Source: an optimization exercise on an open RTL-to-GDS flow (aim: small area, a short achievable clock period and few clock cycles). Production flows keep margins and buffers that such runs may drop. Only simulation tests tie the RTL to the original design; equivalence was not proved. Power is estimated from default activity; no workload was simulated.

==> flow/design.v (excerpt) <==
module str_loop (
    input  wire               clk,
    input  wire               rst,
    input  wire               cmd_valid,
    input  wire [1:0]         cmd_op,       
    output reg                busy,
    input  wire [7:0]         nsps,
    input  wire [1:0]         ted_sel,
    input  wire               idx_sel,
    input  wire signed [23:0] k1,
    input  wire signed [23:0] k2,
    input  wire [15:0]        nrx,
    input  wire [15:0]        nmf,
    input  wire [15:0]        out_cap,
    output reg                mf_rd_en,
    output reg  [15:0]        mf_addr,
    input  wire [31:0]        mf_rdata,
    output reg                out_valid,
    output wire [31:0]        out_sym,
    output wire signed [33:0] out_err,
    output wire signed [9:0]  out_tau,
    output reg                init_ok,
    output reg                stop,
    output reg  [1:0]         stop_cause,
    output reg                err_flag,
    output reg  [2:0]         err_code,
    output reg  signed [41:0] p2,
    output reg  signed [9:0]  tau,
    output reg  [15:0]        nout,
    output reg  [15:0]        clamp_tot,
    output reg  [15:0]        clamp_con
);
For scale: roughly 6900 cells after synthesis, ~710 flip-flops, ~350 I/O pins, ~65000 µm² of cells after synthesis.
clock: 13.0 ns
lec_check: 0
cap_margin: 5
core_margin: 2
core_utilization: 40
setup_slack_margin: 5
slew_margin: 5
run.sh (not shown) runs the stock make flow with config.mk's settings and CLKGATE_MAP_FILE= SYNTH_SCRIPT=/design/flow/synth_recipe.tcl, a recipe that flattens the netlist after the stock synthesis.
Testbench counts at the start, summed over its fixed seeds: cycles 16,075.
Then changed:
--- a/flow/design.v
+++ b/flow/design.v
@@ -42,13 +42,13 @@
     reg signed [24:0] cfg_k;        
     reg [2:0]         fe;
     reg               run_mode;
     reg [1:0]         fe_cause;
     reg [16:0]        sb;           
     reg [16:0]        fe_e;         
-    reg [2:0]         pend;         
+    reg [15:0]        fcnt;         
     reg [1:0]         rk1, rk2;     
     reg signed [15:0] s_i, s_q, e_i, e_q, m_i, m_q;
     reg signed [16:0] d_i, d_q;
     reg signed [1:0]  zs_i, zs_q;
     reg signed [33:0] acc, err_r, err_b, err_c;
     reg [31:0]        sym1, sym2, sym3;
@@ -100,19 +100,12 @@
     wire signed [33:0] mac_ad  = v1 ? 34'sd0 : acc;
     function zc_opp;
         input signed [15:0] a;
         input signed [15:0] b;
         zc_opp = zc_mode && (a[15] != b[15]) && (a != 16'sd0) && (b != 16'sd0);
     endfunction
-    function signed [16:0] addsub17;
-        input signed [15:0] a;
-        input signed [15:0] b;
-        input               sub;
-        addsub17 = $signed({a[15], a}) + $signed({b[15], b} ^ {17{sub}}) +
-                   $signed({16'd0, sub});
-    endfunction
     function [1:0] zc_sgn;
         input signed [15:0] a;
         input signed [15:0] b;
         zc_sgn = (a == 16'sd0 || b == 16'sd0) ? 2'b00 : (b[15] ? 2'b11 : 2'b01);
     endfunction
     wire signed [33:0] mac;
@@ -123,17 +116,14 @@
     booth_mac #(.NA(34), .NB(14), .W(48)) u_kmac (
         .a(err_r), .b(k_op), .negb(1'b0), .c(k_ad), .y(kmac));
     wire               k_ovf  = !((&kmac[47:31]) || !(|kmac[47:31]));
     localparam signed [45:0] ONE     = 46'sd1 << 40;
     localparam signed [45:0] MIN_ONE = -(46'sd1 << 40);
     wire signed [45:0] t_sum = p2 + prod;
-    wire               t_gt  = !t_sum[45] && ((|t_sum[44:41]) ||
-                                              (t_sum[40] && (|t_sum[39:0])));
-    wire               t_lt  = t_sum[45] && !(&t_sum[44:40]);
-    wire               t_hi  = prod_ovf ? !prod_neg : t_gt;
-    wire               t_lo  = prod_ovf ?  prod_neg : t_lt;
+    wire               t_hi  = prod_ovf ? !prod_neg : (t_sum > ONE);
+    wire               t_lo  = prod_ovf ?  prod_neg : (t_sum < MIN_ONE);
     wire signed [21:0] tm_a   = amb_r ? $signed({2'b00, p2[19:0]}) : p2[41:20];
     wire signed [29:0] tm_y;
     booth_mac #(.NA(22), .NB(10), .W(30)) u_tmul (
         .a(tm_a), .b({2'b00, cfg_n}), .negb(1'b0), .c(30'd0), .y(tm_y));
     wire signed [9:0]  tfl    = tm_y[29:20];
     wire [19:0]        tfr    = tm_y[19:0];
@@ -143,23 +133,20 @@
     wire [8:0]         l_hi   = {1'b0, tm_y[27:20]};
     wire               up_s   = (l_hi > dl_r) ||
                                 ((l_hi == dl_r) && ((|tm_y[19:0]) || tfl_r[0]));
     wire               commit  = (v6 && !amb) || amb_r;
     wire signed [9:0]  tau_new = amb_r ? tfl_r + $signed({9'd0, up_s})
                                        : tfl + $signed({9'd0, up_f});
-    wire signed [9:0]  tau_m1  = tau - 10'sd1;
-    wire               mispred = (v6 && (up_f ? (tfl != tau_m1) : (tfl != tau))) ||
-                                 amb_r;
-    wire               restart = mp_r && run_mode && !amb_r;
+    wire               mispred = commit && (amb_r || tau_new != tau);
+    wire               restart = mp_r && run_mode;
     wire               kill    = restart || amb_r;
     wire signed [17:0] fs        = $signed({1'b0, sb}) + tau;    
     wire [7:0]         n_up      = {1'b0, cfg_n[7:1]} + {7'd0, cfg_n[0]};   
     wire               c_short   = ({1'b0, nrx} < {cfg_n, 1'b0});
     wire               c_end     = (fe_e >= {1'b0, nmf});
-    wire [15:0]        f_nout    = nout + {13'd0, pend};    
-    wire               c_full    = (f_nout == out_cap);
+    wire               c_full    = (fcnt == out_cap);
     wire               younger   = (rk1 == T_M) || (rk2 == T_M) ||
                                    v1 || v2 || v3 || v4 || v5;
     wire               fe_end    = (fe == F_STOP) || (fe == F_DONE);
     wire               finish    = fe_end && !younger && !v6 && !restart &&
                                    !(amb_r && run_mode);
     wire               start_ok  = accept && (cmd_op == OP_STEP || cmd_op == OP_RUN) &&
@@ -265,12 +252,13 @@
                 end
                 F_M: begin
                     mf_rd_en <= 1'b1;
                     mf_addr  <= add17(fe_e, ~{9'd0, n_up}, 1'b1);
                     rk1      <= T_M;
                     fe_e     <= add17(fe_e, {9'd0, cfg_n}, 1'b0);
+                    fcnt     <= inc16(fcnt);
                     fe       <= run_mode ? F_E : F_DONE;
                 end
                 F_STOP, F_DONE: begin
                     if (finish) begin
                         busy <= 1'b0;
                         fe   <= F_IDLE;
@@ -279,15 +267,14 @@
                             stop_cause <= fe_cause;
                         end
                     end
                 end
                 default: ;
             endcase
-            pend <= pend + {2'd0, fe == F_M} - {2'd0, commit};
             if (start_ok || restart) begin
-                pend <= 3'd0;
+                fcnt <= nout;
                 fe_e <= fs[16:0] + {9'd0, cfg_n};
                 if (fs >= 0 && fs[16:0] < {1'b0, nmf}) begin
                     mf_rd_en <= 1'b1;
                     mf_addr  <= fs[15:0];
                     rk1      <= T_S;
                 end else begin
@@ -337,14 +324,14 @@
                 e_i <= mf_rdata[15:0];
                 e_q <= mf_rdata[31:16];
             end
             T_M: begin
                 m_i  <= mf_rdata[15:0];
                 m_q  <= mf_rdata[31:16];
-                d_i  <= addsub17(s_i, e_i, !zc_opp(s_i, e_i));
-                d_q  <= addsub17(s_q, e_q, !zc_opp(s_q, e_q));
+                d_i  <= zc_opp(s_i, e_i) ? s_i + e_i : s_i - e_i;
+                d_q  <= zc_opp(s_q, e_q) ? s_q + e_q : s_q - e_q;
                 zs_i <= zc_sgn(s_i, e_i);
                 zs_q <= zc_sgn(s_q, e_q);
             end
             default: ;
         endcase
         if (v1) begin
The changed run produced a clean layout.
Wire length grows by 0.97%.
Global-route usage shrinks by 0.25 points.
Clock-buffer cell count grows by 2.
Design area grows by 0.67%.
Total power grows by 1.2%.
Die area grows by 1.4%.
Hold slack stays flat.
Fmax grows by 3.0%.
Setup slack is better by 230 ps.
Via count grows by 0.40%.
Register-to-register slack is better by 230 ps.
Clock skew grows by 29 ps.
Testbench counts after the change, summed over its fixed seeds: cycles 16,075.

-- port drivers added, routing unchanged --
No port has a modelled driver above. Below, the same layouts with a new extraction and two added sets of constraints. Step 1 sets driving cells, clkbuf_16 on the clock port and buf_2 on the other inputs (assumed; they add their load-dependent delay and slew). Step 2 adds t to the input delays and takes it off the output delays; t is the mean of the earliest and latest rising clock arrival at the registers after step 1. Input paths then give back, and output paths get back, about the clock's delay inside the block. Slacks: ideal / step 1 / step 2; pairs: ideal / step 1.
run	t, ns	setup WS [ns]	worst hold slack (ns)	slew at the worst register clock pin (ns)
the first run	0.770	4.949 / 4.949 / 4.606	0.410 / 0.410 / 0.410	0.09 / 0.09
the second run	0.793	5.182 / 5.182 / 5.182	0.409 / 0.409 / 0.409	0.07 / 0.07
After both steps setup and hold are still met in every run listed. For the first run, which loses most, drivers alone change the setup slack by 0.000 ns; drivers and shift together by -0.343 ns.
